Source: an optimization exercise on an open RTL-to-GDS flow (aim: small area, a short achievable clock period and few clock cycles). Production flows keep margins and buffers that such runs may drop. The RTL was checked by simulation tests, not by an equivalence proof against the original design. Power is estimated from default activity; no workload was simulated.

===== flow/run.sh =====
#!/bin/bash
# synth_recipe.tcl (not shown) runs the flow's synth.tcl, then flattens the netlist and writes it again
# the make line also repeats each setting of config.mk as NAME=value (left out here)
make -C /OpenROAD-flow-scripts/flow DESIGN_CONFIG=/design/flow/config.mk WORK_HOME=/design/flow/orfs CLKGATE_MAP_FILE= SYNTH_SCRIPT=/design/flow/synth_recipe.tcl finish

===== flow/config.mk =====
export PLATFORM = sky130hd
export DESIGN_NAME = sc57
export DESIGN_NICKNAME = sc57
export VERILOG_FILES = /design/flow/design.v
export SDC_FILE = /design/flow/constraint.sdc
export NUM_CORES = 4
export LEC_CHECK = 0
export CAP_MARGIN = 20
export CORE_MARGIN = 2
export CORE_UTILIZATION = 40
export PLACE_DENSITY = 0.6
export SLEW_MARGIN = 20

===== flow/constraint.sdc =====
create_clock -name core_clock -period 12.0 [get_ports {clk}]
set_input_delay 2.4000 -clock core_clock [delete_from_list [all_inputs] [get_ports {clk}]]
set_output_delay 2.4000 -clock core_clock [all_outputs]
set_load 0.01 [all_outputs]

===== flow/design.v =====
module sc57 (
    input  wire        clk,
    input  wire        rst,      
    input  wire        req,
    input  wire        we,
    input  wire [7:0]  addr,
    input  wire [63:0] wdata,
    output wire        ready,
    output reg         rvalid,
    output reg  [63:0] rdata
);
    localparam [2:0] ST_OK        = 3'd0,
                     ST_BADCODE   = 3'd1,
                     ST_BADXSUM   = 3'd2,
                     ST_RANGE     = 3'd3,
                     ST_ILLEGAL   = 3'd4;
    localparam [3:0] S_IDLE   = 4'd0,
                     S_PACK   = 4'd1,
                     S_ENC    = 4'd2,
                     S_DCHK   = 4'd3,
                     S_DTAG   = 4'd4,
                     S_DHYP   = 4'd5,
                     S_DCHR   = 4'd6,
                     S_DEND   = 4'd7,
                     S_DACC   = 4'd8,
                     S_DSTORE = 4'd9,
                     S_UNPK   = 4'd10,
                     S_DONE   = 4'd11;
    reg [2:0]  status_code;
    reg [6:0]  tlen;
    reg [7:0]  bufr [0:17];
    reg [7:0]  txt  [0:63];
    reg [63:0] m_matchid;
    reg [63:0] m_resid;
    reg [31:0] m_tvport;
    reg [15:0] x_gap;
    reg [15:0] x_outline;
    reg [7:0]  x_red;
    reg [7:0]  x_green;
    reg [7:0]  x_blue;
    reg [7:0]  x_alpha;
    reg [7:0]  x_splitdist;
    reg [15:0] x_fixedgap;
    reg [7:0]  x_color;
    reg        x_outline_en;
    reg [3:0]  x_inneralpha;
    reg [3:0]  x_outeralpha;
    reg [3:0]  x_splitratio;
    reg [15:0] x_thickness;
    reg [2:0]  x_style;
    reg        x_centerdot;
    reg        x_deployedgap;
    reg        x_alpha_en;
    reg        x_tstyle;
    reg [15:0] x_length;
    reg        x_followrecoil;
    reg [3:0]   state;
    reg         cmd_env;       
    reg         cmd_pay;
    reg         cmd_x;         
    reg [143:0] work;          
    reg [5:0]   rem;           
    reg [4:0]   byte_cnt;      
    reg [4:0]   dig_cnt;       
    reg [5:0]   txt_pos;       
    reg [2:0]   grp_cnt;       
    reg [2:0]   chr_cnt;       
    reg [149:0] digits;        
    reg [149:0] acc;           
    assign ready = (state == S_IDLE);
    wire accept   = req && ready;
    wire wr       = accept && we;
    wire rd       = accept && !we;
    wire [4:0] buf_idx = addr[4:0] - 5'h10;    
    function [7:0] alpha_char;
        input [5:0] d;
        begin
            if (d < 6'd8)       alpha_char = 8'h41 + {2'b00, d};           
            else if (d < 6'd25) alpha_char = 8'h42 + {2'b00, d};           
            else if (d < 6'd31) alpha_char = 8'h61 + {2'b00, d} - 8'd25;   
            else if (d < 6'd35) alpha_char = 8'h68 + {2'b00, d} - 8'd31;   
            else if (d < 6'd49) alpha_char = 8'h6D + {2'b00, d} - 8'd35;   
            else                alpha_char = 8'h32 + {2'b00, d} - 8'd49;   
        end
    endfunction
    function [6:0] alpha_index;
        input [7:0] c;
        reg   [7:0] t;
        begin
            t = 8'd0;
            alpha_index = 7'd0;
            if (c >= 8'h41 && c <= 8'h48)      begin t = c - 8'h41;          alpha_index = {1'b1, t[5:0]}; end
            else if (c >= 8'h4A && c <= 8'h5A) begin t = c - 8'h42;          alpha_index = {1'b1, t[5:0]}; end
            else if (c >= 8'h61 && c <= 8'h66) begin t = c - 8'h61 + 8'd25; alpha_index = {1'b1, t[5:0]}; end
            else if (c >= 8'h68 && c <= 8'h6B) begin t = c - 8'h68 + 8'd31; alpha_index = {1'b1, t[5:0]}; end
            else if (c >= 8'h6D && c <= 8'h7A) begin t = c - 8'h6D + 8'd35; alpha_index = {1'b1, t[5:0]}; end
            else if (c >= 8'h32 && c <= 8'h39) begin t = c - 8'h32 + 8'd49; alpha_index = {1'b1, t[5:0]}; end
        end
    endfunction
    wire [143:0] mpack_bytes = {
        m_matchid[7:0],   m_matchid[15:8],  m_matchid[23:16], m_matchid[31:24],
        m_matchid[39:32], m_matchid[47:40], m_matchid[55:48], m_matchid[63:56],
        m_resid[7:0],     m_resid[15:8],    m_resid[23:16],   m_resid[31:24],
        m_resid[39:32],   m_resid[47:40],   m_resid[55:48],   m_resid[63:56],
        m_tvport[7:0],    m_tvport[15:8]
    };
    wire [7:0] xb1  = 8'd1;
    wire [7:0] xb2  = x_gap[7:0];
    wire [7:0] xb3  = x_outline[7:0];
    wire [7:0] xb4  = x_red;
    wire [7:0] xb5  = x_green;
    wire [7:0] xb6  = x_blue;
    wire [7:0] xb7  = x_alpha;
    wire [7:0] xb8  = x_splitdist;
    wire [7:0] xb9  = x_fixedgap[7:0];
    wire [7:0] xb10 = {x_inneralpha, x_outline_en, x_color[2:0]};
    wire [7:0] xb11 = {x_splitratio, x_outeralpha};
    wire [7:0] xb12 = x_thickness[7:0];
    wire [7:0] xb13 = {x_tstyle, x_alpha_en, x_deployedgap, x_centerdot, x_style, 1'b0};
    wire [7:0] xb14 = x_length[7:0];
    wire [7:0] xb0  = xb1 + xb2 + xb3 + xb4 + xb5 + xb6 + xb7 + xb8 + xb9
                    + xb10 + xb11 + xb12 + xb13 + xb14;
    wire [143:0] xpack_bytes = {
        xb0, xb1, xb2, xb3, xb4, xb5, xb6, xb7, xb8, xb9,
        xb10, xb11, xb12, xb13, xb14, 8'd0, 8'd0, 8'd0
    };
    wire [7:0] buf_sum = bufr[1] + bufr[2] + bufr[3] + bufr[4] + bufr[5] + bufr[6]
                       + bufr[7] + bufr[8] + bufr[9] + bufr[10] + bufr[11] + bufr[12]
                       + bufr[13] + bufr[14] + bufr[15] + bufr[16] + bufr[17];
    wire [143:0] buf_flat = {
        bufr[0],  bufr[1],  bufr[2],  bufr[3],  bufr[4],  bufr[5],
        bufr[6],  bufr[7],  bufr[8],  bufr[9],  bufr[10], bufr[11],
        bufr[12], bufr[13], bufr[14], bufr[15], bufr[16], bufr[17]
    };
    wire [13:0] div_cur = {rem, work[143:136]};
    wire [13:0] div_q14 = div_cur / 14'd57;
    wire [13:0] div_r14 = div_cur % 14'd57;
    wire [7:0]  div_q   = div_q14[7:0];      
    wire [5:0]  div_r   = div_r14[5:0];
    wire [7:0] pchar     = txt[txt_pos];
    wire [6:0] pidx      = alpha_index(pchar);
    wire       p_in_text = ({1'b0, txt_pos} < tlen);
    wire [149:0] acc_next = (acc << 6) - (acc << 3) + acc + {144'd0, digits[5:0]};
    function legal_cmd;
        input [7:0] w;
        begin
            case (w)
                8'h02, 8'h03, 8'h0C, 8'h0D, 8'h0E, 8'h0F,
                8'h14, 8'h15, 8'h16, 8'h17: legal_cmd = 1'b1;
                default:                    legal_cmd = 1'b0;
            endcase
        end
    endfunction
    integer i;
    always @(posedge clk) begin
        if (rst) begin
            state       <= S_IDLE;
            status_code <= ST_OK;
            tlen        <= 7'd0;
        end else begin
            case (state)
            S_IDLE: begin
                if (wr) begin
                    case (addr)
                        8'h00: begin
                            if (!legal_cmd(wdata[7:0])) begin
                                status_code <= ST_ILLEGAL;
                            end else begin
                                cmd_env <= wdata[1];
                                cmd_pay <= wdata[2];
                                cmd_x   <= wdata[4];
                                if (wdata[0]) state <= S_DCHK;        
                                else if (wdata[2]) state <= S_PACK;   
                                else state <= S_ENC;
                                work     <= buf_flat;
                                rem      <= 6'd0;
                                byte_cnt <= 5'd0;
                                dig_cnt  <= 5'd0;
                                txt_pos  <= 6'd5;
                            end
                        end
                        8'h01: ;   
                        8'h02: tlen <= wdata[6:0];
                        8'h30: m_matchid <= wdata;
                        8'h31: m_resid   <= wdata;
                        8'h32: m_tvport  <= wdata[31:0];
                        8'h80: x_gap          <= wdata[15:0];
                        8'h81: x_outline      <= wdata[15:0];
                        8'h82: x_red          <= wdata[7:0];
                        8'h83: x_green        <= wdata[7:0];
                        8'h84: x_blue         <= wdata[7:0];
                        8'h85: x_alpha        <= wdata[7:0];
                        8'h86: x_splitdist    <= wdata[7:0];
                        8'h87: x_fixedgap     <= wdata[15:0];
                        8'h88: x_color        <= wdata[7:0];
                        8'h89: x_outline_en   <= wdata[0];
                        8'h8A: x_inneralpha   <= wdata[3:0];
                        8'h8B: x_outeralpha   <= wdata[3:0];
                        8'h8C: x_splitratio   <= wdata[3:0];
                        8'h8D: x_thickness    <= wdata[15:0];
                        8'h8E: x_style        <= wdata[2:0];
                        8'h8F: x_centerdot    <= wdata[0];
                        8'h90: x_deployedgap  <= wdata[0];
                        8'h91: x_alpha_en     <= wdata[0];
                        8'h92: x_tstyle       <= wdata[0];
                        8'h93: x_length       <= wdata[15:0];
                        8'h94: x_followrecoil <= wdata[0];
                        default: begin
                            if (addr >= 8'h10 && addr <= 8'h21)
                                bufr[buf_idx] <= wdata[7:0];
                            else if (addr >= 8'h40 && addr <= 8'h7F)
                                txt[addr[5:0]] <= wdata[7:0];
                        end
                    endcase
                end
            end
            S_PACK: begin
                for (i = 0; i < 18; i = i + 1) begin
                    bufr[i] <= cmd_x ? xpack_bytes[143 - 8*i -: 8] : mpack_bytes[143 - 8*i -: 8];
                end
                work  <= cmd_x ? xpack_bytes : mpack_bytes;
                state <= cmd_env ? S_ENC : S_DONE;
            end
            S_ENC: begin
                work <= {work[135:0], div_q};
                if (byte_cnt == 5'd17) begin
                    txt[txt_pos] <= alpha_char(div_r);
                    rem      <= 6'd0;
                    byte_cnt <= 5'd0;
                    dig_cnt  <= dig_cnt + 5'd1;
                    txt_pos  <= (dig_cnt == 5'd4 || dig_cnt == 5'd9 || dig_cnt == 5'd14 ||
                                 dig_cnt == 5'd19) ? txt_pos + 6'd2 : txt_pos + 6'd1;
                    if (dig_cnt == 5'd24) begin
                        txt[0]  <= 8'h43;   
                        txt[1]  <= 8'h53;   
                        txt[2]  <= 8'h47;   
                        txt[3]  <= 8'h4F;   
                        txt[4]  <= 8'h2D;
                        txt[10] <= 8'h2D;
                        txt[16] <= 8'h2D;
                        txt[22] <= 8'h2D;
                        txt[28] <= 8'h2D;
                        tlen    <= 7'd34;
                        state   <= S_DONE;
                    end
                end else begin
                    rem      <= div_r;
                    byte_cnt <= byte_cnt + 5'd1;
                end
            end
            S_DCHK: begin
                txt_pos <= 6'd0;
                grp_cnt <= 3'd0;
                chr_cnt <= 3'd0;
                if (!cmd_env) begin
                    state <= S_UNPK;                   
                end else if (tlen < 7'd29 || tlen > 7'd34) begin
                    status_code <= ST_BADCODE;
                    state       <= S_IDLE;
                end else begin
                    state <= S_DTAG;
                end
            end
            S_DTAG: begin
                if (pchar != ((txt_pos == 6'd0) ? 8'h43 : (txt_pos == 6'd1) ? 8'h53 :
                              (txt_pos == 6'd2) ? 8'h47 : 8'h4F)) begin
                    status_code <= ST_BADCODE;
                    state       <= S_IDLE;
                end else begin
                    txt_pos <= txt_pos + 6'd1;
                    if (txt_pos == 6'd3) state <= S_DHYP;
                end
            end
            S_DHYP: begin
                if (p_in_text && pchar == 8'h2D) txt_pos <= txt_pos + 6'd1;
                chr_cnt <= 3'd0;
                state   <= S_DCHR;
            end
            S_DCHR: begin
                if (!p_in_text || !pidx[6]) begin
                    status_code <= ST_BADCODE;
                    state       <= S_IDLE;
                end else begin
                    digits  <= {digits[143:0], pidx[5:0]};
                    txt_pos <= txt_pos + 6'd1;
                    if (chr_cnt == 3'd4) begin
                        grp_cnt <= grp_cnt + 3'd1;
                        state   <= (grp_cnt == 3'd4) ? S_DEND : S_DHYP;
                    end else begin
                        chr_cnt <= chr_cnt + 3'd1;
                    end
                end
            end
            S_DEND: begin
                if (p_in_text) begin                   
                    status_code <= ST_BADCODE;
                    state       <= S_IDLE;
                end else begin
                    acc     <= 150'd0;
                    dig_cnt <= 5'd0;
                    state   <= S_DACC;
                end
            end
            S_DACC: begin
                acc     <= acc_next;
                digits  <= digits >> 6;
                dig_cnt <= dig_cnt + 5'd1;
                if (dig_cnt == 5'd24) state <= S_DSTORE;
            end
            S_DSTORE: begin
                if (acc[149:144] != 6'd0) begin
                    status_code <= ST_RANGE;
                    state       <= S_IDLE;
                end else begin
                    for (i = 0; i < 18; i = i + 1) bufr[i] <= acc[143 - 8*i -: 8];
                    state <= cmd_pay ? S_UNPK : S_DONE;
                end
            end
            S_UNPK: begin
                if (!cmd_x) begin
                    m_matchid <= {bufr[7],  bufr[6],  bufr[5],  bufr[4],
                                  bufr[3],  bufr[2],  bufr[1],  bufr[0]};
                    m_resid   <= {bufr[15], bufr[14], bufr[13], bufr[12],
                                  bufr[11], bufr[10], bufr[9],  bufr[8]};
                    m_tvport  <= {16'd0, bufr[17], bufr[16]};
                    state     <= S_DONE;
                end else if (buf_sum != bufr[0]) begin
                    status_code <= ST_BADXSUM;
                    state       <= S_IDLE;
                end else begin
                    x_gap         <= {{8{bufr[2][7]}}, bufr[2]};
                    x_outline     <= {8'd0, bufr[3]};
                    x_red         <= bufr[4];
                    x_green       <= bufr[5];
                    x_blue        <= bufr[6];
                    x_alpha       <= bufr[7];
                    x_splitdist   <= bufr[8];
                    x_fixedgap    <= {{8{bufr[9][7]}}, bufr[9]};
                    x_color       <= {5'd0, bufr[10][2:0]};
                    x_outline_en  <= bufr[10][3];
                    x_inneralpha  <= bufr[10][7:4];
                    x_outeralpha  <= bufr[11][3:0];
                    x_splitratio  <= bufr[11][7:4];
                    x_thickness   <= {8'd0, bufr[12]};
                    x_style       <= bufr[13][3:1];
                    x_centerdot   <= bufr[13][4];
                    x_deployedgap <= bufr[13][5];
                    x_alpha_en    <= bufr[13][6];
                    x_tstyle      <= bufr[13][7];
                    x_length      <= {8'd0, bufr[14]};
                    state         <= S_DONE;
                end
            end
            S_DONE: begin
                status_code <= ST_OK;
                state       <= S_IDLE;
            end
            default: state <= S_IDLE;
            endcase
        end
    end
    reg [63:0] rd_mux;
    always @(*) begin
        rd_mux = 64'd0;
        case (addr)
            8'h01: rd_mux = {61'd0, status_code};
            8'h02: rd_mux = {57'd0, tlen};
            8'h30: rd_mux = m_matchid;
            8'h31: rd_mux = m_resid;
            8'h32: rd_mux = {32'd0, m_tvport};
            8'h80: rd_mux = {48'd0, x_gap};
            8'h81: rd_mux = {48'd0, x_outline};
            8'h82: rd_mux = {56'd0, x_red};
            8'h83: rd_mux = {56'd0, x_green};
            8'h84: rd_mux = {56'd0, x_blue};
            8'h85: rd_mux = {56'd0, x_alpha};
            8'h86: rd_mux = {56'd0, x_splitdist};
            8'h87: rd_mux = {48'd0, x_fixedgap};
            8'h88: rd_mux = {56'd0, x_color};
            8'h89: rd_mux = {63'd0, x_outline_en};
            8'h8A: rd_mux = {60'd0, x_inneralpha};
            8'h8B: rd_mux = {60'd0, x_outeralpha};
            8'h8C: rd_mux = {60'd0, x_splitratio};
            8'h8D: rd_mux = {48'd0, x_thickness};
            8'h8E: rd_mux = {61'd0, x_style};
            8'h8F: rd_mux = {63'd0, x_centerdot};
            8'h90: rd_mux = {63'd0, x_deployedgap};
            8'h91: rd_mux = {63'd0, x_alpha_en};
            8'h92: rd_mux = {63'd0, x_tstyle};
            8'h93: rd_mux = {48'd0, x_length};
            8'h94: rd_mux = {63'd0, x_followrecoil};
            default: begin
                if (addr >= 8'h10 && addr <= 8'h21)
                    rd_mux = {56'd0, bufr[buf_idx]};
                else if (addr >= 8'h40 && addr <= 8'h7F)
                    rd_mux = {56'd0, txt[addr[5:0]]};
            end
        endcase
    end
    always @(posedge clk) begin
        if (rst) begin
            rvalid <= 1'b0;
        end else begin
            rvalid <= rd;
            if (rd) rdata <= rd_mux;
        end
    end
endmodule

==> flow_metrics.tcl <==
set metrics [dict create \
    outcome "finished clean" \
    worstSetupStartpointType "flop" \
    p_clk_share_pct 32.9 \
    whs_ns 0.475 \
    cp_data_required_time_ns 12.65 \
    fillers 21600 \
    holdPathStages 2 \
    synth_compound_area_share_pct 11.3 \
    yosys.area.top_type "edfxtp_1" \
    vias_per_cell 6.08 \
    grt_remaining_overflow 0 \
    synth_xor_area_share_pct 2.23 \
    place_congestion 1.02 \
    die_h_um 492 \
    relSlewSlack_pct 10.3 \
    seqCellArea_um2 48200 \
    clk_path_buf_depth 3 \
    slew_violations 0 \
    worst_hold_path_type "flop to flop" \
    synth_top_area_share_pct 48.6 \
    synth_top_family_by_area "multiplexers" \
    place.port_buffers 141 \
    postSynthAreaPerCell_um2 12.0 \
    seqPwrFrac_pct 37.8 \
    hold_viol_final 0 \
    seq_area_frac_synth_pct 50.6 \
    io_pins 142 \
    cellLeakagePower_uw 0.0408 \
    cp_max_fo 55 \
    core_area_um2 237000 \
    swShare_pct 33.4 \
    worstMarginPinSlew_ns 1.31 \
    antenna_found_initial 18 \
    finalWorstSetupSlack_ns 0.828 \
    ys_ff_latch 1637 \
    yosys.area_share.simple_pct 10.4 \
    min_period_ns 11.17 \
    critPathSlowestCell "a2111oi_2" \
    max_stage_delay_ns 0.63 \
    switchingPower_uw 6100 \
    ys.warnings.count 1 \
    grt_pass1_vias 67000 \
    r2r-start "rem[1]" \
    synth_area_leaders "edfxtp_1 (49%), mux4_2 (9.9%), fa_1 (6.4%)" \
    grt_max_degree 145 \
    setup_viol 0 \
    ir_worst_vdd_mv 0.213 \
    grt_usage_pct 28.4 \
    period_share_pct 93.1 \
    die_width_um 492 \
    cp.arrival_ns 11.82 \
    p_int_uw 12200 \
    start_util_pct 40.2 \
    clock_skew_ns 0.122 \
    drt_iter0_drc 9811 \
    multi_input_area_um2 43500 \
    yosysMostFrequentCell "edfxtp_1" \
    rrSetupSlack_ns 0.83 \
    power_density_nw_per_um2 169 \
    hold_start "txt[0][7]" \
    cts_tree "yes" \
    holdPathEnd "txt[0][7]" \
    cts_max_level 4 \
    netlist_instances 7933 \
    cts_root_buf "clkbuf_16" \
    rows 179 \
    syn_area_um2 95300 \
    clkLatencyLatePin_ns 0.91 \
    cap_violations 0 \
    p_comb_share_pct 29.3 \
    ys_async_sr_fraction_pct 0 \
    cts_buffers 182 \
    ff2ff_path_depth 38 \
    hpwl_mm 259 \
    rr_endpoint "txt[12][1]" \
    synthAdderAreaFrac_pct 9.41 \
    synth_edf_count 1544 \
    clk_pin_slew_ns 0.06 \
    cts.sinks 1637 \
    synth_common_cells "edfxtp_1 (1544), nand2_1 (1165), inv_1 (705)" \
    firstDrtPassIters 9 \
    synthToLayoutAreaGrowth_pct 13.1 \
    fin_nets 8731 \
    fmax_ghz 0.0895 \
    drtAntennaViolNets 0 \
    hold_buffers 0 \
    ys_types 135 \
    grt_pass1_wl_mm 497 \
    crit_type "flop to flop" \
    pre_cts_ws_ns 0.490 \
    avgRoutedWirePerCell_um 30.6 \
    die_area_um2 242000 \
    wl_mm 350 \
    endpoint_kind "flop" \
    synthMuxAreaShare_pct 11.5 \
    vias 69700 \
    route.detailed.drc 0 \
    drive_above_1_share_pct 12.9 \
    synth-main-ff-cell "edfxtp_1" \
]
==> routing by layer <==
layer,global-route usage [%],share of wire [%],up-vias
met5,0,0.021,-
met4,14.6,6.2,12
met3,7.35,11,788
met2,41.7,43,4045
met1,38.9,40,35400
li1,-,-,29400
==> kinds of logic (layout without fill, tap and decap cells) <==
kind of cell             Yosys count  in the layout
adder cells (fa/ha/maj)          534            534
AND/OR/NAND/NOR                 2318           2318
AO/OA/AOI/OAI                   1497           1497
XOR/XNOR                         236            236
other                              1            124
flip-flops                      1637           1637
buffers and inverters           1138           1378
multiplexers                     572            572
==> repair_timing <==
item / in CTS / in global routing
setup endpoints to repair: 0 / 429
gates resized for setup: 0 / 3
setup buffers: 0 / 15
==> critical path: cells and delay by family, from the launching register on <==
kind / cells / cell delay (ns)
buf+inv: 4 / 0.68
compound gates: 17 / 4.98
fa+ha+maj: 4 / 1.25
flops: 1 / 0.50
xor+xnor: 3 / 0.96
simple gates: 10 / 2.54
==> placed cells by master, fill, tap and decap left out, types with 140 or more instances in the layout <==
cell       count
edfxtp_1    1544
nand2_1     1163
inv_1        705
nor2_1       617
mux4_2       418
fa_1         307
a21oi_1      288
o21ai_0      244
ha_1         219
clkbuf_16    184
buf_4        169
xnor2_1      150
a221o_1      140
==> how the worst max path moves through the flow <==
stage,startpoint,end,cells after the start
floorplan,addr[0],work[0],6
global placement,rem[0],txt[38][1],36
detailed placement,rem[0],txt[39][1],36
CTS,rem[0],txt[12][1],36
global route,rem[1],txt[15][1],38
finish,rem[1],txt[12][1],38
==> through the flow <==
| step | TNS (ns) | cells | instance area [um^2] | util (%) | total power, uW |
|---|---|---|---|---|---|
| detailed placement | 0 | 11100 | 101000 | 42.6 | 12200 |
| CTS | 0 | 11400 | 108000 | 45.3 | 18200 |
| global placement | 0 | 11100 | 101000 | 42.6 | 12200 |
| floorplan | 0 | 8044 | 95800 | - | 10400 |
| global route | -0.253 | 11500 | 108000 | 45.4 | 18900 |
| finish | 0 | 11500 | 108000 | 45.4 | 18300 |
==> area by class of cell <==
cell class / instances / share of cell area (%)
antenna: 12 / 0.0279
clock buffer: 211 / 4.38
clock inverter: 128 / 1.59
inverter: 714 / 2.49
multi-input combinational: 5269 / 40.4
sequential: 1637 / 44.8
tap: 3167 / 3.68
timing repair buffer: 325 / 2.72
==> power by group through the flow <==
stage	Clock, uW	Sequential (uW)	Combinational, uW
2_1_floorplan	0	6840	3590
4_1_cts	6060	6890	5240
6_report	6010	6910	5340
5_1_grt	6270	6910	5700
3_3_place_gp	0	7000	5190
3_5_place_dp	0	7010	5200
==> flip-flops by register name (all words and copies together) (netlist names), 7 cells and up, named ones only <==
signal,flops
x_splitdist,8
x_alpha,8
rdata,64
x_red,8
digits,150
tlen,7
x_green,8
x_blue,8
m_matchid,64
m_tvport,32
x_length,16
txt,512
x_thickness,16
x_gap,16
x_outline,16
m_resid,64
acc,150
x_color,8
bufr,256
x_fixedgap,16
work,144
Testbench counts, summed over its fixed seeds: cycles 129,248.

==> re-timing with driven ports <==
The flow's constraints put no driver on any port. The routed layout listed below was extracted and timed again, unchanged, in two steps.
Step 1 assumes that a clkbuf_16 drives the clock port and a buf_2 every other input.
Step 2 adds t to the input delays and takes it off the output delays; t is the mean of the earliest and latest rising clock arrival at the registers after step 1. Input paths then give back, and output paths get back, about the clock's delay inside the block.
Slacks: no drivers / after step 1 / after step 2; pairs: no drivers / after step 1.
t, ns: 0.933
slack for setup (ns): 0.828 / 0.828 / 0.828
worst data-port slew with drivers (ns): 0.06
After both steps this run still meets setup and hold. For this run, drivers alone change the setup slack by 0.000 ns; drivers and shift together by 0.000 ns.
